Background: an optimization exercise with open tools, aiming at small area, a short achievable clock period and few clock cycles. Do not read the settings as production practice.
RTL that was checked went through simulation tests only; none was proved equivalent to the original.
Function not checked in run 4: the RTL went through the layout flow alone.
Power and IR drop assume default switching activity.

===== constraint.sdc =====
create_clock -name core_clock -period 10.0 [get_ports {clk}]
set_input_delay 2.0000 -clock core_clock [delete_from_list [all_inputs] [get_ports {clk}]]
set_output_delay 2.0000 -clock core_clock [all_outputs]
set_load 0.01 [all_outputs]

===== config.mk =====
export PLATFORM = sky130hd
export DESIGN_NAME = swath_engine
export DESIGN_NICKNAME = swath_engine
export VERILOG_FILES = /design/flow/design.v
export SDC_FILE = /design/flow/constraint.sdc
export NUM_CORES = 4
export LEC_CHECK = 0
export CAP_MARGIN = 20
export CORE_MARGIN = 2
export CORE_UTILIZATION = 50
export PLACE_DENSITY = 0.65
export SLEW_MARGIN = 20

===== standard.sh =====
#!/bin/bash
# synth_recipe.tcl (not shown) runs the flow's synth.tcl, then flattens the netlist and writes it again
# the make line also repeats each setting of config.mk as NAME=value (left out here)
make -C /OpenROAD-flow-scripts/flow DESIGN_CONFIG=/design/flow/config.mk WORK_HOME=/design/flow/orfs CLKGATE_MAP_FILE= SYNTH_SCRIPT=/design/flow/synth_recipe.tcl "${@:-finish}"

===== flow/run.sh =====
#!/bin/bash
# Layout flow: the standard ORFS flow (standard synthesis, unchanged),
# with small port buffers and the timing repair aimed at extra setup slack.
set -euo pipefail
export BUFFER_PORTS_ARGS="-buffer_cell sky130_fd_sc_hd__buf_1"
export SETUP_SLACK_MARGIN=7.1
export CTS_CLUSTER_SIZE=30
export CTS_CLUSTER_DIAMETER=80
bash standard.sh > orfs_make.log 2>&1

===== design.v =====
module swath_engine (
    input  wire        clk,
    input  wire        rst,
    input  wire        in_valid,
    output wire        in_ready,
    input  wire [5:0]  in_swath,
    input  wire        in_mirror,
    input  wire [63:0] in_sh_l,
    input  wire [63:0] in_sh_r,
    input  wire [63:0] in_lv_l,
    input  wire [63:0] in_lv_r,
    output wire        ev_valid,
    input  wire        ev_ready,
    output wire [15:0] ev_data,
    output wire        res_valid,
    output wire [6:0]  res_k
);
    localparam [2:0] C_CMD0   = 3'd0,    
                     C_SELCOL = 3'd1,
                     C_RCMD   = 3'd2,    
                     C_RSEL   = 3'd3,
                     C_DATA   = 3'd4,
                     C_WR     = 3'd5,
                     C_END    = 3'd6;
    localparam [3:0] K_CMD = 4'd1, K_DATA = 4'd2, K_SELCOL = 4'd3,
                     K_SELROW = 4'd4, K_WRITE = 4'd5, K_END = 4'd6;
    wire [63:0] d_l  = in_sh_l ^ in_lv_l;
    wire [63:0] d_r  = in_sh_r ^ in_lv_r;
    wire [63:0] t_l  = {64{in_mirror}} & d_r;
    wire [63:0] t_r  = {64{in_mirror}} & d_l;
    wire [63:0] wl_m = (in_sh_l | t_l) & (~in_lv_l | t_l);
    wire [63:0] wr_m = (in_sh_r | t_r) & (~in_lv_r | t_r);
    wire [63:0] any_n   = d_l | d_r;
    reg [63:0] any, wl, wr;      
    reg [5:0]  sw;
    reg        rdy;              
    reg        full;             
    reg        fresh;            
    reg        sbr;              
    reg        men;              
    reg [3:0]  bq;               
    reg        bq_ok;            
    reg        sel;              
    reg        xv;               
    reg [5:0]  ridx;             
    reg        rbl, rbr;         
    reg        xd;               
    reg        rlast;            
    reg [2:0]  cs;               
    reg        first;            
    reg        last;             
    reg        bl, br;           
    reg [6:0]  k;                
    reg        evv;
    reg [15:0] evd;
    reg        endr;             
    reg        resv;
    reg [6:0]  resk;
    reg [1:0]  nq;               
    reg [5:0]  cq;               
    reg        hold;             
    integer    i;
    reg  [7:0]  gf;              
    reg  [7:0]  gp;              
    reg  [63:0] ip;              
    integer a, b;
    always @(*) begin
        gp[0] = 1'b0;
        for (a = 1; a < 8; a = a + 1) gp[a] = gp[a-1] | gf[a-1];
        for (a = 0; a < 8; a = a + 1) begin
            ip[8*a] = 1'b0;
            for (b = 1; b < 8; b = b + 1) ip[8*a+b] = ip[8*a+b-1] | any[8*a+b-1];
        end
    end
    wire [7:0]  gl  = gf & ~gp;              
    wire [63:0] pre = {{8{gp[7]}}, {8{gp[6]}}, {8{gp[5]}}, {8{gp[4]}},
                       {8{gp[3]}}, {8{gp[2]}}, {8{gp[1]}}, {8{gp[0]}}} | ip;
    wire [63:0] li  = any & ~ip;             
    reg  [5:0]  lo_idx;
    reg         lo_l, lo_r;
    integer c, d;
    always @(*) begin
        lo_idx = 6'd0;
        lo_l   = 1'b0;
        lo_r   = 1'b0;
        for (c = 0; c < 8; c = c + 1) begin
            lo_idx[5:3] = lo_idx[5:3] | ({3{gl[c]}} & c[2:0]);
            for (d = 0; d < 8; d = d + 1) begin
                lo_idx[2:0] = lo_idx[2:0] | ({3{gl[c] & li[8*c+d]}} & d[2:0]);
                lo_l = lo_l | (gl[c] & li[8*c+d] & wl[8*c+d]);
                lo_r = lo_r | (gl[c] & li[8*c+d] & wr[8*c+d]);
            end
        end
    end
    wire sb       = ~|any;                       
    wire sbk      = fresh ? (&bq) : sbr;
    wire nbk      = ~sbk;
    wire ext      = full & sel & ~xv & (|gf) &
                    ~(evv & (cs == C_RSEL) & ~ev_ready);
    wire adv      = ~evv | ev_ready;             
    wire can_go   = full & ~sel & nbk;           
    wire idle     = ~evv | (cs == C_END);
    wire start    = adv & idle & can_go;
    wire to_selcol = adv & evv & (cs == C_CMD0);
    wire to_rsel  = adv & evv & (cs == C_RCMD);  
    wire selshow  = evv & (cs == C_SELCOL);
    reg  [2:0]  cs_n;
    reg         evv_n;
    always @(*) begin
        cs_n  = cs;
        evv_n = evv;
        if (adv) begin
            if (idle) begin
                cs_n  = C_CMD0;
                evv_n = can_go;
            end else begin
                case (cs)
                    C_CMD0:   cs_n = C_SELCOL;
                    C_SELCOL: cs_n = C_RCMD;
                    C_RCMD:   cs_n = C_RSEL;
                    C_RSEL:   cs_n = C_DATA;
                    C_DATA:   cs_n = C_WR;
                    default:  cs_n = last ? C_END : C_RCMD;
                endcase
            end
        end
    end
    wire take     = in_valid & rdy;
    wire retire   = full & ~sel & sbk;           
    wire nb_new   = start;                       
    wire drain    = ~endr & cq[0] & ~hold;
    assign in_ready  = rdy;
    assign ev_valid  = evv;
    assign ev_data   = evd;
    assign res_valid = resv;
    assign res_k     = resk;
    wire       full_n = take | (full & ~(sbk & ~selshow));
    wire [1:0] nq_n   = nb_new ? (endr ? nq : {nq[0], 1'b1})
                               : (endr ? {1'b0, nq[1]} : nq);
    wire       hold_n = (retire & nq[0] | hold) & ~endr;
    wire [5:0] cq_n   = retire ? (drain ? cq : {cq[4:0], 1'b1})
                               : (drain ? {1'b0, cq[5:1]} : cq);
    wire       slot_n = take ? (bq_ok & (&bq)) : ~full_n;
    wire       rdy_n  = slot_n & ~cq_n[4] & ~(nq_n[0] & ~hold_n & cq_n[0]);
    always @(posedge clk) begin
        if (men) begin
            wl  <= wl_m;
            wr  <= wr_m;
            sw  <= in_swath;
        end
        for (i = 0; i < 64; i = i + 1)
            if (men || (ext && gl[i/8] && li[i])) any[i] <= men & any_n[i];
        sbr <= sb;
        for (i = 0; i < 4; i = i + 1) bq[i] <= ~|any_n[16*i +: 16];
        for (i = 0; i < 8; i = i + 1) begin
            gf[i] <= |any[8*i +: 8];
        end
        if (ext) begin
            ridx  <= lo_idx;
            rbl   <= lo_l;
            rbr   <= lo_r;
        end
    end
    always @(posedge clk) begin
        if (to_rsel) begin
            bl   <= rbl;
            br   <= rbr;
            last <= xd ? sb : rlast;
            k    <= first ? 7'd1 : k + 7'd1;
        end
        case (cs_n)
            C_SELCOL: evd <= {K_SELCOL, sw, sw};
            C_RSEL:   evd <= {K_SELROW, ridx, ridx};
            C_DATA:   evd <= {K_DATA, 12'd0};
            C_WR:     evd <= {K_WRITE, 4'd0, {4{br}}, {4{bl}}};
            C_END:    evd <= {K_END, 12'd0};
            default:  evd <= {K_CMD, 12'd0};
        endcase
        resk <= endr ? k : 7'd0;
    end
    always @(posedge clk) begin
        if (rst) begin
            rdy   <= 1'b1;
            full  <= 1'b0;
            fresh <= 1'b0;
            bq_ok <= 1'b0;
            men   <= 1'b1;
            xd    <= 1'b0;
            sel   <= 1'b0;
            xv    <= 1'b0;
            cs    <= C_CMD0;
            first <= 1'b0;
            evv   <= 1'b0;
            endr  <= 1'b0;
            resv  <= 1'b0;
            nq    <= 2'd0;
            cq    <= 6'd0;
            hold  <= 1'b0;
        end else begin
            bq_ok <= in_valid & ~take;
            men   <= slot_n;
            xd    <= ext;
            if (xd) rlast <= sb;
            if (take)                            sel <= 1'b0;
            else if (to_selcol)                  sel <= 1'b1;
            if (ext)            xv <= 1'b1;
            else if (to_rsel)   xv <= 1'b0;
            cs    <= cs_n;
            evv   <= evv_n;
            if (start)        first <= 1'b1;
            else if (to_rsel) first <= 1'b0;
            endr  <= evv & ev_ready & (cs == C_END);
            rdy   <= rdy_n;
            full  <= full_n;
            fresh <= take;
            resv  <= endr | drain;
            nq    <= nq_n;
            cq    <= cq_n;
            hold  <= hold_n;
        end
    end
endmodule

==> parameters.txt, run 1 <==
Parameter                              Value

Outcome
  Outcome  no timing/DRC/antenna violations

Placement
  Detailed placement HPWL    31980 um
  RePlAce Congestion    0.9233
  Port Buf Inserts    291
  Placed Instances    2120

Pwr
  Proportion of power drawn by flip-flops and latches    0.564
  Portion of total power attributed to the clock network    0.281
  Worst ir drop on vdd    0.1069 mV
  Switching power summed over all nets    753.4 uW
  Static leakage    6.277 nW
  Combinational group share of total power    0.156
  Total power divided by cell area    153.7 mW/mm^2
  Switching power as a share of total power    0.2884
  Internal power    1.859 mW

GRT
  Overflow left after global routing    0
  Maximum number of pins on one net before global-route repair    68
  Number of antenna violations at the first check in global routing    1
  Via count of the first global-routing pass    11.79k
  Total track usage    0.2712
  First-pass GRT wire length    64650 um

STA
  Final number of max-transition violations    0
  Worst slew margin    0.3904
  Post-route clock skew    24.84 ps
  Setup_tns    0 ps
  Setup Viol. Count Final    0
  Period minus WS final    2989 ps
  Final-report hold violation count    0
  Measured slew at the worst slew-check pin    914.3 ps
  Max frequency    334.6 MHz
  Period Utilization, post-route    0.2989
  Setup repair after global routing missed its margin    yes

Floorplan
  Std-Cell Rows    62
  Ports    293
  Core box area    0.02870 mm^2
  Die Y-Extent    174.8 um
  Initial core utilization    0.5082
  Overall die area    0.03055 mm^2
  Width of the chip    174.8 um

Finish
  # nets final    2027
  Total area of multi-input combinational cells    0.006354 mm^2
  Fillers    2553
  Growth of design area from synthesis to finish    16.54%
  Combined flip-flop and latch cell area    0.007712 mm^2
  Commonest cells after routing, fill and taps aside    263 x buf_1, 217 x edfxtp_1, 168 x nand2_1
  Antenna cells    0
  Share of final-layout standard cells stronger than drive strength 1    0.08319
  Most common cell after layout, fill and taps aside    buf_1
  Count of placed standard cells in the final layout, fillers left out    2151

Route
  Per-cell routed wire length    19.71 um
  Drt via density    5.856
  Total length of routed wires    42390 um
  Number of violations reported at the end of detailed-routing iteration 0    1074
  Total DRC errors in the routed layout    0
  Antenna-violating nets left    0
  First-pass detailed-route iteration total    5
  Via Count    12.60k

Min path
  Kind of path behind the tightest hold check    reg2reg

Worst setup path
  Required time at the worst-slack endpoint    8000 ps
  Critical Path Sink Type    primary output
  Category of the critical setup timing path    reg2out
  Cell chain of the critical path    buf_6
  Arrival time of the worst setup path    990 ps
  Family with the most delay on the worst path    flip-flops
  Worst R2R Setup Slack    7120 ps
  WP buf/inv    1
  Highest cell delay on the worst timing path    370 ps
  Crit path launch type    flip-flop
  Critical-path top delay cell    dfxtp_4
  Maximum fanout along the worst path    2

Clock tree
  Root buffer cell    clkbuf_16
  Clock latency of the later-clocked register in the worst-skew pair    520 ps
  Bufs on Longest Clock Path    3
  CTS clk-pin slew, worst paths    110 ps
  CTS H-tree lvls    1
  TritonCTS buffer count    15
  Sink count of the clock tree    276
  TritonCTS clock tree    done
  Hold-fix buffer count after cts    0

Synth
  Area of the mapped netlist    0.01459 mm^2
  Gate count after technology mapping    1491
  Post-synth top flop    edfxtp_1
  Yosys cell types    73
  Proportion of register bits with asynchronous set or reset after synthesis    0
  Synthesized netlist net count    1759
  Share of the yosys chip area belonging to registers    0.5278
  Register bit count reported by yosys    276
  Number of enable-type register cells in the synthesized netlist    217
  Avg Inst Size Synth    9.782 um^2
  Total of warnings raised by yosys    1

Run
  Number of maximum-capacitance constraint violations    0
synth_stat cells (16+ instances only):
library cell / instances / share of area
dfxtp_1: 59 / 0.081
a21oi_1: 66 / 0.023
nand2b_1: 16 / 0.0069
nand2_1: 174 / 0.045
edfxtp_1: 217 / 0.45
inv_1: 152 / 0.039
nor2b_1: 18 / 0.0077
nor3_1: 24 / 0.0082
xor2_1: 51 / 0.031
nand4_1: 30 / 0.013
nand3_1: 36 / 0.012
a22oi_1: 22 / 0.011
clkbuf_1: 45 / 0.012
o22ai_1: 82 / 0.035
o21ai_0: 92 / 0.032
xnor2_1: 85 / 0.051
nor2_1: 107 / 0.028
power groups by stage:
stage	Clock, mW	Sequential (mW)	Combinational, mW
after floorplan	0	1.46	0.244
after global placement	0	1.49	0.380
after detailed placement	0	1.49	0.387
after CTS	0.738	1.47	0.400
after global routing	0.777	1.48	0.449
final	0.733	1.47	0.407
cell families (layout without fill, tap and decap cells):
logic type	after synthesis	after routing	synth area share
buffers and inverters	209	485	0.05464
other	1	1	0.0002571
and+or+nand+nor	510	510	0.1773
DFF	276	276	0.5278
AOI/OAI and AO/OA	355	355	0.1554
muxes	3	3	0.002145
xor gates and xnor gates	136	136	0.08167
adders and majority gates	1	1	0.0008577
cell type report:
class                           instances  area share
Tap cell                              384     0.02827
Timing Repair Buffer                  305     0.07876
Sequential cell                       276      0.4537
Multi-Input combinational cell       1006      0.3738
Clock inverter                         10    0.007876
Inverter                              155     0.03548
Clock buffer                           15     0.02208
state kept, by name, indices dropped and copies added (netlist names), 2 cells and up:
name / flops
any: 64
bq: 4
cq: 6
cs: 3
evd: 15
gf: 8
k: 7
nq: 2
resk: 7
ridx: 6
sw: 6
wl: 64
wr: 64
final timing paths:
kind                          from            end  cells after the start
hold reg to reg      rbr$_DFFE_PP_   br$_DFFE_PP_                      0
setup reg to reg     gf[0]$_DFF_P_  rbr$_DFFE_PP_                      6
hold / removal       rbr$_DFFE_PP_   br$_DFFE_PP_                      0
setup / recovery  evv$_SDFFE_PP0P_       ev_valid                      1
metrics by stage:
stage	total power, mW	hold slack, ps	instance area (um^2)	util	setup WS [ps]
5_1_grt	2.710	463.1	17000	0.5922	6986
6_report	2.613	460.2	17000	0.5922	7012
3_5_place_dp	1.881	433.6	16140	0.5624	5833
2_1_floorplan	1.703	400.3	14790	-	6768
3_3_place_gp	1.874	415.8	16140	0.5624	5879
4_1_cts	2.605	455.5	16870	0.5878	6998
what timing repair did:
item	CTS	global route
resized for setup	56	29
pin swaps	1	1
setup buffers	5	0
gates cloned	1	0
endpoints found under the setup margin	188	57
metal layers:
layer,vias to the layer above,global-route usage,routed length (um)
li1,5939,-,-
met1,5988,0.3802,18130
met2,590,0.4381,19430
met3,80,0.03938,3429
met4,0,0.08333,1399
met5,-,0,0
Testbench counts, summed over its fixed seeds: cycles 19,783.
==> inputs of run 2 (changes only) <==
==> flow/run.sh (replaced) <==
#!/bin/bash
# Layout flow: the standard ORFS flow (standard synthesis, unchanged),
# with small port buffers and the timing repair aimed at extra setup slack.
set -euo pipefail
export BUFFER_PORTS_ARGS="-buffer_cell sky130_fd_sc_hd__buf_1"
export SETUP_SLACK_MARGIN=7.0
export CTS_CLUSTER_SIZE=30
export CTS_CLUSTER_DIAMETER=80
bash standard.sh > orfs_make.log 2>&1
==> run 2 against run 1 <==
Against the previous run:
- fmax is essentially flat
- combinational power shrank 3%
- register-to-register slack lost 30 ps
- still clean
- critical endpoint unchanged
- first-iteration DRC count grew 9.7%
- highest routed layer unchanged
- clock skew shrank 8.0 ps
- largest power group unchanged
- critical path depth is the same
==> parameters.txt, run 2 <==
Parameter                              Value

STA
  Worst hold slack after final layout    430.0 ps
  Worst slew margin    0.3866
  Setup repair after global routing missed its margin    yes
  Max frequency    334.8 MHz
  Setup Viol. Count Final    0
  Period minus WS final    2987 ps
  Final-report hold violation count    0
  Setup_tns    0 ps
  Post-route clock skew    16.83 ps
  Fin worst setup slack    7013 ps
  Measured slew at the worst slew-check pin    911.7 ps
  Final number of max-transition violations    0
  Period Utilization, post-route    0.2987

Placement
  Port Buf Inserts    291
  RePlAce Congestion    0.9117
  Detailed placement HPWL    31880 um
  Setup slack after placement    5863 ps
  Placed Instances    2121

Worst setup path
  Required time at the worst-slack endpoint    8000 ps
  Critical Path Sink Type    primary output
  Crit path launch type    flip-flop
  Maximum fanout along the worst path    2
  Category of the critical setup timing path    reg2out
  Critical-path top delay cell    dfxtp_4
  Family with the most delay on the worst path    flip-flops
  Cell chain of the critical path    buf_6
  Arrival time of the worst setup path    990 ps
  Highest cell delay on the worst timing path    370 ps
  WP buf/inv    1

Clock tree
  Clock latency of the later-clocked register in the worst-skew pair    510 ps
  TritonCTS clock tree    done
  CTS H-tree lvls    1
  CTS clk-pin slew, worst paths    110 ps
  Sink count of the clock tree    276
  TritonCTS buffer count    15
  Bufs on Longest Clock Path    3
  Root buffer cell    clkbuf_16
  Hold-fix buffer count after cts    0

Synth
  Total of warnings raised by yosys    1
  Cell types with the largest area share after synthesis    edfxtp_1 45%, dfxtp_1 8.1%, xnor2_1 5.1%
  Top-count cell post-synth    edfxtp_1
  Proportion of register bits with asynchronous set or reset after synthesis    0
  Area of the mapped netlist    0.01459 mm^2
  Synthesized netlist net count    1759
  Area leader, netlist    edfxtp_1
  Ranking of synthesized cells by instance count    217 x edfxtp_1, 174 x nand2_1, 152 x inv_1
  Register bit count reported by yosys    276
  Post-synth top flop    edfxtp_1
  Gate count after technology mapping    1491
  Yosys top cell area share    0.4468
  Avg Inst Size Synth    9.782 um^2
  Yosys cell types    73
  Number of enable-type register cells in the synthesized netlist    217
  Share of the yosys chip area belonging to registers    0.5278

Pwr
  Static leakage    6.135 nW
  Total power divided by cell area    153.8 mW/mm^2
  Worst ir drop on vdd    0.09191 mV

Route
  Total DRC errors in the routed layout    0
  Per-cell routed wire length    19.33 um
  First-pass detailed-route iteration total    5
  Number of violations reported at the end of detailed-routing iteration 0    1178
  Drt via density    5.763
  Via Count    12.40k
  Antenna-violating nets left    0
  Total length of routed wires    41570 um

GRT
  Maximum number of pins on one net before global-route repair    81
  First-pass GRT wire length    63670 um
  Via count of the first global-routing pass    11.65k
  Total track usage    0.2674
  Number of antenna violations at the first check in global routing    0
  Overflow left after global routing    0

Floorplan
  Die Y-Extent    174.8 um
  Width of the chip    174.8 um
  Overall die area    0.03055 mm^2
  Core box area    0.02870 mm^2
  Ports    293
  Initial core utilization    0.5082
  Std-Cell Rows    62

Finish
  Share of final-layout standard cells stronger than drive strength 1    0.06055
  Most common cell after layout, fill and taps aside    buf_1
  Commonest cells after routing, fill and taps aside    271 x buf_1, 217 x edfxtp_1, 172 x nand2_1
  Top Registers    any: 64 flops, wl: 64 flops, wr: 64 flops
  Antenna cells    0
  Growth of design area from synthesis to finish    14.64%
  # nets final    2027
  Count of placed standard cells in the final layout, fillers left out    2151

Run
  Number of maximum-capacitance constraint violations    0

Min path
  Kind of path behind the tightest hold check    reg2reg

Outcome
  Outcome  no timing/DRC/antenna violations
run 2: timing repair:
action | 4_1_cts | 5_1_grt
setup buffers | 4 | 1
resized for setup | 18 | 24
hold endpoints to repair | 0 | 0
setup endpoints to repair | 162 | 29
pin swaps | 0 | 1
run 2: path summary, 6_finish.rpt:
path	from	end	slack [ps]	cells after the start
worst min register to register	rbr$_DFFE_PP_	br$_DFFE_PP_	430	0
worst min-delay path	rbr$_DFFE_PP_	br$_DFFE_PP_	430	0
worst max-delay path	evv$_SDFFE_PP0P_	ev_valid	7010	1
worst max register to register	any[0]$_DFFE_PP_	rbr$_DFFE_PP_	7090	6
run 2: cells by family after synthesis:
family	after synthesis	synth area share
XOR/XNOR	136	0.08167
AO/OA/AOI/OAI	355	0.1554
multiplexers	3	0.002145
other	1	0.0002571
AND/OR/NAND/NOR	510	0.1773
buffers and inverters	209	0.05464
flip-flops	276	0.5278
adder cells (fa/ha/maj)	1	0.0008577
run 2: metal layers:
metal | wire [um] | share of wire | vias to the layer above | track usage
met5 | 0 | 0 | - | 0
met4 | 977 | 0.024 | 0 | 0.06389
met3 | 3126 | 0.075 | 64 | 0.03677
met2 | 19540 | 0.47 | 531 | 0.4376
met1 | 17930 | 0.43 | 5857 | 0.3788
li1 | - | - | 5945 | -
run 2: power breakdown:
part,switching (mW),leakage [nW],internal [mW],total (mW)
sequential,0.0909,2.67,1.38,1.47
combinational,0.244,3.22,0.152,0.396
clock,0.407,0.238,0.298,0.705
run 2: final cells by class:
type	instances	area, um^2
well taps	384	480.5
inverters	155	590.6
flip-flops and latches	276	7709
multi-input cells	1006	6198
clock buffers	15	375.4
fillers	2544	11980
clock inverters	10	108.9
repair buffers	305	1257
run 2: per-stage QoR:
| stage | util | total power [mW] | area (um^2) |
|---|---|---|---|
| floorplan | - | 1.701 | 14700 |
| finish | 0.5825 | 2.571 | 16720 |
| detailed placement | 0.5606 | 1.879 | 16090 |
| global placement | 0.5606 | 1.870 | 16090 |
| CTS | 0.5803 | 2.572 | 16660 |
| global route | 0.5825 | 2.672 | 16720 |
==> inputs of run 3 (changes only) <==
--- a/flow/run.sh
+++ b/flow/run.sh
@@ -4,6 +4,6 @@
 set -euo pipefail
 export BUFFER_PORTS_ARGS="-buffer_cell sky130_fd_sc_hd__buf_1"
 export SETUP_SLACK_MARGIN=7.0
-export CTS_CLUSTER_SIZE=30
-export CTS_CLUSTER_DIAMETER=80
+export CTS_CLUSTER_SIZE=28
+export CTS_CLUSTER_DIAMETER=60
 bash standard.sh > orfs_make.log 2>&1
==> run 3 against run 2 <==
Against the previous run:
- still clean on timing, DRC and antenna
- clock skew decreased by 1.7 ps
- synthesized cell count stayed put
- design area rose by 1.5%
- critical path depth stayed put
- sequential power hardly changed
- clock power rose by 31%
- global-route usage is 0.14 points higher
- combinational power about the same
- critical endpoint unchanged
==> parameters.txt, run 3 <==
Parameter                              Value

Outcome
  Outcome  no timing/DRC/antenna violations

Placement
  Detailed placement HPWL    31880 um
  Setup slack after placement    5863 ps
  Port Buf Inserts    291
  Area post-placement    0.01609 mm^2
  Placed Instances    2121
  RePlAce Congestion    0.9117

STA
  Post-route clock skew    15.10 ps
  Setup repair after global routing missed its margin    yes
  Fin worst setup slack    7004 ps
  Max frequency    333.8 MHz
  Setup_tns    0 ps
  Period minus WS final    2996 ps
  Final-report hold violation count    0
  Period Utilization, post-route    0.2996
  Worst hold slack after final layout    433.2 ps
  Final number of max-transition violations    0
  Setup Viol. Count Final    0
  Measured slew at the worst slew-check pin    929.3 ps
  Worst slew margin    0.3748

Finish
  Share of final-layout standard cells stronger than drive strength 1    0.06898
  Growth of design area from synthesis to finish    16.41%
  Commonest cells after routing, fill and taps aside    266 x buf_1, 217 x edfxtp_1, 172 x nand2_1
  Most common cell after layout, fill and taps aside    buf_1
  Count of placed standard cells in the final layout, fillers left out    2167
  # nets final    2035
  Top Registers    any: 64 flops, wl: 64 flops, wr: 64 flops
  Antenna cells    0
  Final instance area    0.01698 mm^2

Synth
  Total of warnings raised by yosys    1
  Cell types with the largest area share after synthesis    edfxtp_1 45%, dfxtp_1 8.1%, xnor2_1 5.1%
  Area leader, netlist    edfxtp_1
  Number of enable-type register cells in the synthesized netlist    217
  Gate count after technology mapping    1491
  Share of the yosys chip area belonging to registers    0.5278
  Register bit count reported by yosys    276
  Ranking of synthesized cells by instance count    217 x edfxtp_1, 174 x nand2_1, 152 x inv_1
  Yosys cell types    73
  Proportion of register bits with asynchronous set or reset after synthesis    0
  Area of the mapped netlist    0.01459 mm^2
  Yosys top cell area share    0.4468
  Post-synth top flop    edfxtp_1
  Top-count cell post-synth    edfxtp_1
  Synthesized netlist net count    1759
  Avg Inst Size Synth    9.782 um^2

Worst setup path
  Category of the critical setup timing path    reg2out
  Depth of the worst register-to-register path    6
  Critical path launch point    evv$_SDFFE_PP0P_
  Highest cell delay on the worst timing path    350 ps
  Family with the most delay on the worst path    flip-flops
  WP buf/inv    1
  WP depth    1
  Crit path launch type    flip-flop
  Cell chain of the critical path    buf_6
  Maximum fanout along the worst path    2
  Critical-path top delay cell    dfxtp_4
  Launching point of the worst reg2reg path    any[0]$_DFFE_PP_
  Critical Path Sink Type    primary output
  Required time at the worst-slack endpoint    8000 ps
  Arrival time of the worst setup path    1000 ps

Clock tree
  TritonCTS buffer count    23
  Root buffer cell    clkbuf_16
  TritonCTS clock tree    done
  Hold-fix buffer count after cts    0
  CTS H-tree lvls    1
  CTS clk-pin slew, worst paths    70 ps
  Sink count of the clock tree    276
  Bufs on Longest Clock Path    3
  Clock latency of the later-clocked register in the worst-skew pair    540 ps

GRT
  Overflow left after global routing    0
  Total track usage    0.2688
  Number of antenna violations at the first check in global routing    0
  Maximum number of pins on one net before global-route repair    81
  Via count of the first global-routing pass    11.71k
  First-pass GRT wire length    63850 um

Route
  Via Count    12.47k
  First-pass detailed-route iteration total    8
  Number of violations reported at the end of detailed-routing iteration 0    1205
  Total DRC errors in the routed layout    0
  Total length of routed wires    41770 um
  Drt via density    5.755
  Per-cell routed wire length    19.27 um
  Antenna-violating nets left    0

Floorplan
  Std-Cell Rows    62
  Ports    293
  Initial core utilization    0.5082
  Core box area    0.02870 mm^2
  Width of the chip    174.8 um
  Die Y-Extent    174.8 um
  Overall die area    0.03055 mm^2

Pwr
  Total power divided by cell area    164.2 mW/mm^2
  Static leakage    6.280 nW
  Worst ir drop on vdd    0.1150 mV

Run
  Number of maximum-capacitance constraint violations    0

Min path
  Kind of path behind the tightest hold check    reg2reg
  Startpoint of the worst hold path    rbr$_DFFE_PP_
  Worst hold path cell count    0
## run 3: cell types whose count changed in the layout (fill, tap and decap cells not counted), moves of 2 or more
| cell | before | now |
|---|---|---|
| clkbuf_2 | 16 | 12 |
| clkbuf_1 | 0 | 3 |
| clkinvlp_4 | 0 | 2 |
| o21ai_1 | 0 | 3 |
| inv_6 | 1 | 3 |
| inv_8 | 4 | 7 |
| clkbuf_16 | 15 | 23 |
| buf_1 | 271 | 266 |
| o21ai_2 | 5 | 2 |
| buf_2 | 1 | 10 |
## run 3: logic make-up after synthesis
group / share of synthesized area
buffers and inverters: 0.05464
AND/OR/NAND/NOR: 0.1773
AO/OA/AOI/OAI: 0.1554
XOR/XNOR: 0.08167
flip-flops: 0.5278
other: 0.0002571
multiplexers: 0.002145
adder cells (fa/ha/maj): 0.0008577
## run 3: cell type report
class / instances / area (um^2)
well taps: 384 / 480.5
inverters: 155 / 590.6
clock inverters: 15 / 166.4
fillers: 2525 / 11720
clock buffers: 26 / 586.8
multi-input cells: 1006 / 6187
repair buffers: 305 / 1259
flip-flops and latches: 276 / 7709
## run 3: path summary, 6_finish.rpt
path                    to  slack, ps
max               ev_valid       7000
min           br$_DFFE_PP_        430
max reg2reg  rbr$_DFFE_PP_       7060
min reg2reg   br$_DFFE_PP_        430
## run 3: timing repair
item                                    4_1_cts  5_1_grt
endpoints found under the setup margin      170       96
pin swaps                                     0        1
setup buffers                                 4        1
gates resized for setup                      24       21
## run 3: stage by stage
| step | power [mW] | util |
|---|---|---|
| floorplan | 1.701 | - |
| global placement | 1.870 | 0.5606 |
| detailed placement | 1.879 | 0.5606 |
| CTS | 2.788 | 0.5898 |
| global route | 2.892 | 0.5915 |
| finish | 2.788 | 0.5915 |
## run 3: report_power, final
group	switching, mW	internal [mW]	total (mW)
clock network	0.470	0.452	0.922
registers	0.0911	1.38	1.47
logic	0.244	0.152	0.395
## run 3: metal layers
metal  track usage  wire, um  share of wire
met1        0.3783     18070           0.43
met2        0.4404     19540           0.47
met3       0.03460      2961          0.071
met4       0.07292      1187          0.028
met5             0         0              0
==> inputs of run 4 (changes only) <==
--- a/design.v
+++ b/design.v
@@ -36,7 +36,6 @@
     reg        rdy;              
     reg        full;             
     reg        fresh;            
-    reg        sbr;              
     reg        men;              
     reg [3:0]  bq;               
     reg        bq_ok;            
@@ -73,8 +72,6 @@
         end
     end
     wire [7:0]  gl  = gf & ~gp;              
-    wire [63:0] pre = {{8{gp[7]}}, {8{gp[6]}}, {8{gp[5]}}, {8{gp[4]}},
-                       {8{gp[3]}}, {8{gp[2]}}, {8{gp[1]}}, {8{gp[0]}}} | ip;
     wire [63:0] li  = any & ~ip;             
     reg  [5:0]  lo_idx;
     reg         lo_l, lo_r;
@@ -93,7 +90,7 @@
         end
     end
     wire sb       = ~|any;                       
-    wire sbk      = fresh ? (&bq) : sbr;
+    wire sbk      = fresh ? (&bq) : ~|gf;
     wire nbk      = ~sbk;
     wire ext      = full & sel & ~xv & (|gf) &
                     ~(evv & (cs == C_RSEL) & ~ev_ready);
@@ -150,7 +147,6 @@
         end
         for (i = 0; i < 64; i = i + 1)
             if (men || (ext && gl[i/8] && li[i])) any[i] <= men & any_n[i];
-        sbr <= sb;
         for (i = 0; i < 4; i = i + 1) bq[i] <= ~|any_n[16*i +: 16];
         for (i = 0; i < 8; i = i + 1) begin
             gf[i] <= |any[8*i +: 8];
--- a/flow/run.sh
+++ b/flow/run.sh
@@ -4,6 +4,6 @@
 set -euo pipefail
 export BUFFER_PORTS_ARGS="-buffer_cell sky130_fd_sc_hd__buf_1"
 export SETUP_SLACK_MARGIN=7.0
-export CTS_CLUSTER_SIZE=28
-export CTS_CLUSTER_DIAMETER=60
+export CTS_CLUSTER_SIZE=30
+export CTS_CLUSTER_DIAMETER=80
 bash standard.sh > orfs_make.log 2>&1
==> run 4 against run 3 <==
Against the previous run:
- sequential power barely moved
- global-route usage decreased by 0.23 points
- register-to-register slack gained 60 ps
- critical path type is now in2reg
- largest cell class unchanged
==> parameters.txt, run 4 <==
Parameter                              Value

Outcome
  Outcome  no timing/DRC/antenna violations

Clock tree
  TritonCTS buffer count    14
  Bufs on Longest Clock Path    3
  Sink count of the clock tree    275
  TritonCTS clock tree    done
  Root buffer cell    clkbuf_16
  CTS clk-pin slew, worst paths    120 ps
  Hold-fix buffer count after cts    0
  CTS H-tree lvls    1
  Clock latency of the later-clocked register in the worst-skew pair    510 ps

GRT
  First-pass GRT wire length    64010 um
  Via count of the first global-routing pass    11.71k
  Total track usage    0.2665
  Maximum number of pins on one net before global-route repair    79
  Overflow left after global routing    0
  Number of antenna violations at the first check in global routing    0

Pwr
  Total power divided by cell area    150.9 mW/mm^2
  Worst ir drop on vdd    0.1012 mV
  Static leakage    6.196 nW

Route
  First-pass detailed-route iteration total    6
  Antenna-violating nets left    0
  Max Used Layer    met4
  Met3 wire length    3710 um
  Via Count    12.67k
  Total DRC errors in the routed layout    0
  Number of violations reported at the end of detailed-routing iteration 0    1247
  Drt via density    5.845
  Routed wire length on met2    19800 um
  Detailed-routing wirelength on met1    18050 um
  Total length of routed wires    42840 um
  Per-cell routed wire length    19.77 um

Finish
  Combined flip-flop and latch cell area    0.007689 mm^2
  Final instance area    0.01695 mm^2
  Top Registers    any: 64 flops, wl: 64 flops, wr: 64 flops
  Total area of multi-input combinational cells    0.006452 mm^2
  Antenna cells    0
  # nets final    2037
  Commonest cells after routing, fill and taps aside    270 x buf_1, 217 x edfxtp_1, 173 x nand2_1
  Growth of design area from synthesis to finish    14.30%
  Most common cell after layout, fill and taps aside    buf_1
  Share of the core filled with cells in the final layout    0.5765
  Fillers    2637
  Share of final-layout standard cells stronger than drive strength 1    0.06697

Synth
  Ranking of synthesized cells by instance count    217 x edfxtp_1, 173 x nand2_1, 143 x inv_1
  Yosys cell types    77
  Cell types with the largest area share after synthesis    edfxtp_1 44%, dfxtp_1 7.8%, xnor2_1 5.0%
  Area of the mapped netlist    0.01483 mm^2
  Post-synth top flop    edfxtp_1
  Yosys top cell area share    0.4395
  Total of warnings raised by yosys    1
  Avg Inst Size Synth    9.839 um^2
  Area leader, netlist    edfxtp_1
  Gate count after technology mapping    1507
  Number of enable-type register cells in the synthesized netlist    217
  Share of the yosys chip area belonging to registers    0.5178
  Register bit count reported by yosys    275
  Synthesized netlist net count    1775
  Proportion of register bits with asynchronous set or reset after synthesis    0
  Top-count cell post-synth    edfxtp_1

Floorplan
  Overall die area    0.03105 mm^2
  Initial core utilization    0.5043
  Core box area    0.02940 mm^2
  Width of the chip    176.2 um
  Die Y-Extent    176.2 um
  Ports    293
  Std-Cell Rows    63

Min path
  End point of the worst hold path    br$_DFFE_PP_
  Startpoint of the worst hold path    rbr$_DFFE_PP_
  Worst hold path cell count    0
  Kind of path behind the tightest hold check    reg2reg

Worst setup path
  Worst R2R Setup Slack    7120 ps
  Crit path launch type    input port
  Launching point of the worst reg2reg path    gf[0]$_DFF_P_
  Depth of the worst register-to-register path    7
  Arrival time of the worst setup path    3210 ps
  Required time at the worst-slack endpoint    10220 ps
  Category of the critical setup timing path    in2reg
  Critical Path Sink Type    flip-flop
  Maximum fanout along the worst path    14
  Worst reg2reg endpoint    rbr$_DFFE_PP_

Placement
  Setup slack after placement    6010 ps
  Detailed placement HPWL    32810 um
  Port Buf Inserts    291
  RePlAce Congestion    0.9241
  Area post-placement    0.01631 mm^2

Run
  Number of maximum-capacitance constraint violations    0

STA
  Period minus WS final    2999 ps
  Worst slew margin    0.2720
  Measured slew at the worst slew-check pin    1064 ps
  Setup Viol. Count Final    0
  Fin worst setup slack    7001 ps
  Setup repair after global routing missed its margin    yes
  Period Utilization, post-route    0.2999
  Post-route clock skew    24.28 ps
  Max frequency    333.4 MHz
  Setup_tns    0 ps
  Final-report hold violation count    0
  Worst hold slack after final layout    435.8 ps
  Final number of max-transition violations    0
-- run 4: cell type report --
type | count | share of cell area
timing repair buffer | 306 | 0.07545
inverter | 145 | 0.03307
clock inverter | 8 | 0.005980
tap | 390 | 0.02879
multi-input combinational | 1027 | 0.3807
clock buffer | 16 | 0.02237
sequential | 275 | 0.4536
-- run 4: report_power, final --
group / switching (mW) / internal, mW / total (mW)
registers: 0.0954 / 1.37 / 1.47
logic: 0.239 / 0.148 / 0.387
clock network: 0.386 / 0.313 / 0.700
-- run 4: how the worst max path moves through the flow --
stage                         to  cells after the start  slack, ps       startpoint
6_report       any[11]$_DFFE_PP_                      7       7000         ev_ready
5_1_grt        any[59]$_DFFE_PP_                      7       6910         ev_ready
4_1_cts              ev_data[11]                      1       7000  evd[11]$_DFF_P_
3_5_place_dp    wl[41]$_DFFE_PP_                      5       6010        in_mirror
3_3_place_gp    wl[37]$_DFFE_PP_                      5       6120        in_mirror
2_1_floorplan  any[55]$_DFFE_PP_                      7       6860         ev_ready
-- run 4: metrics by stage --
step,power [mW],std cells
after global routing,2.648,2167
after floorplan,1.695,1507
after CTS,2.557,2163
after detailed placement,1.869,2137
after global placement,1.861,2137
final,2.557,2167
-- run 4: cell families after synthesis --
logic type / Yosys count / synth area share
fa+ha+maj: 1 / 0.0008437
other cells: 1 / 0.0002529
buf+inv: 205 / 0.05569
mux: 1 / 0.0006751
xor+xnor: 136 / 0.08033
flops: 275 / 0.5178
compound gates: 333 / 0.1438
simple gates: 555 / 0.2007
-- run 4: routing by layer --
metal | track usage | vias up
met5 | 0 | -
met4 | 0.07989 | 0
met3 | 0.03984 | 62
met2 | 0.4332 | 609
met1 | 0.3712 | 5961
li1 | - | 6035
-- run 4: critical path, stage by stage --
cell       delay (ps)
buf_2             200
nor2b_4            70
nand3_1            90
nand4_1           170
buf_4             210
clkbuf_16         190
o31ai_1           280
-- run 4: what timing repair did --
action | in CTS | in global routing
setup buffers | 2 | 3
cloned | 0 | 1
pin swaps | 0 | 1
setup endpoints to repair | 125 | 74
gates resized for setup | 18 | 20
hold endpoints to repair | 0 | 0

## static timing again, ports no longer ideal
No port has a modelled driver above. Below, the same layouts with a new extraction and two added sets of constraints. Step 1, drivers: a clkbuf_16 drives clk and a buf_2 each remaining input, both assumed. Step 2 moves the port delays by t, midway between the first and last clock arrival at a register: inputs arrive t later, outputs are due t later. That takes back most of the time a late clock gives input paths. a / b / c = no drivers / after step 1 / after step 2; a / b = the first two.
run | t (ns) | setup WS [ns] | clock arrival spread, ns | worst slew at a driven data input, ns | cell pins on the clock port's net
run 1 | 0.558 | 7.011 / 6.959 / 6.594 | 0.032 / 0.032 | 0.07 | 1
run 2 | 0.550 | 7.013 / 6.960 / 6.509 | 0.017 / 0.017 | 0.04 | 1
run 3 | 0.587 | 7.004 / 6.951 / 6.503 | 0.016 / 0.017 | 0.04 | 1
run 4 | 0.552 | 7.001 / 6.975 / 6.479 | 0.024 / 0.024 | 0.06 | 1
After both steps setup and hold are still met in every run listed. The setup slack of run 4, which loses most, moves by -0.026 ns with the drivers and by -0.522 ns with both steps.
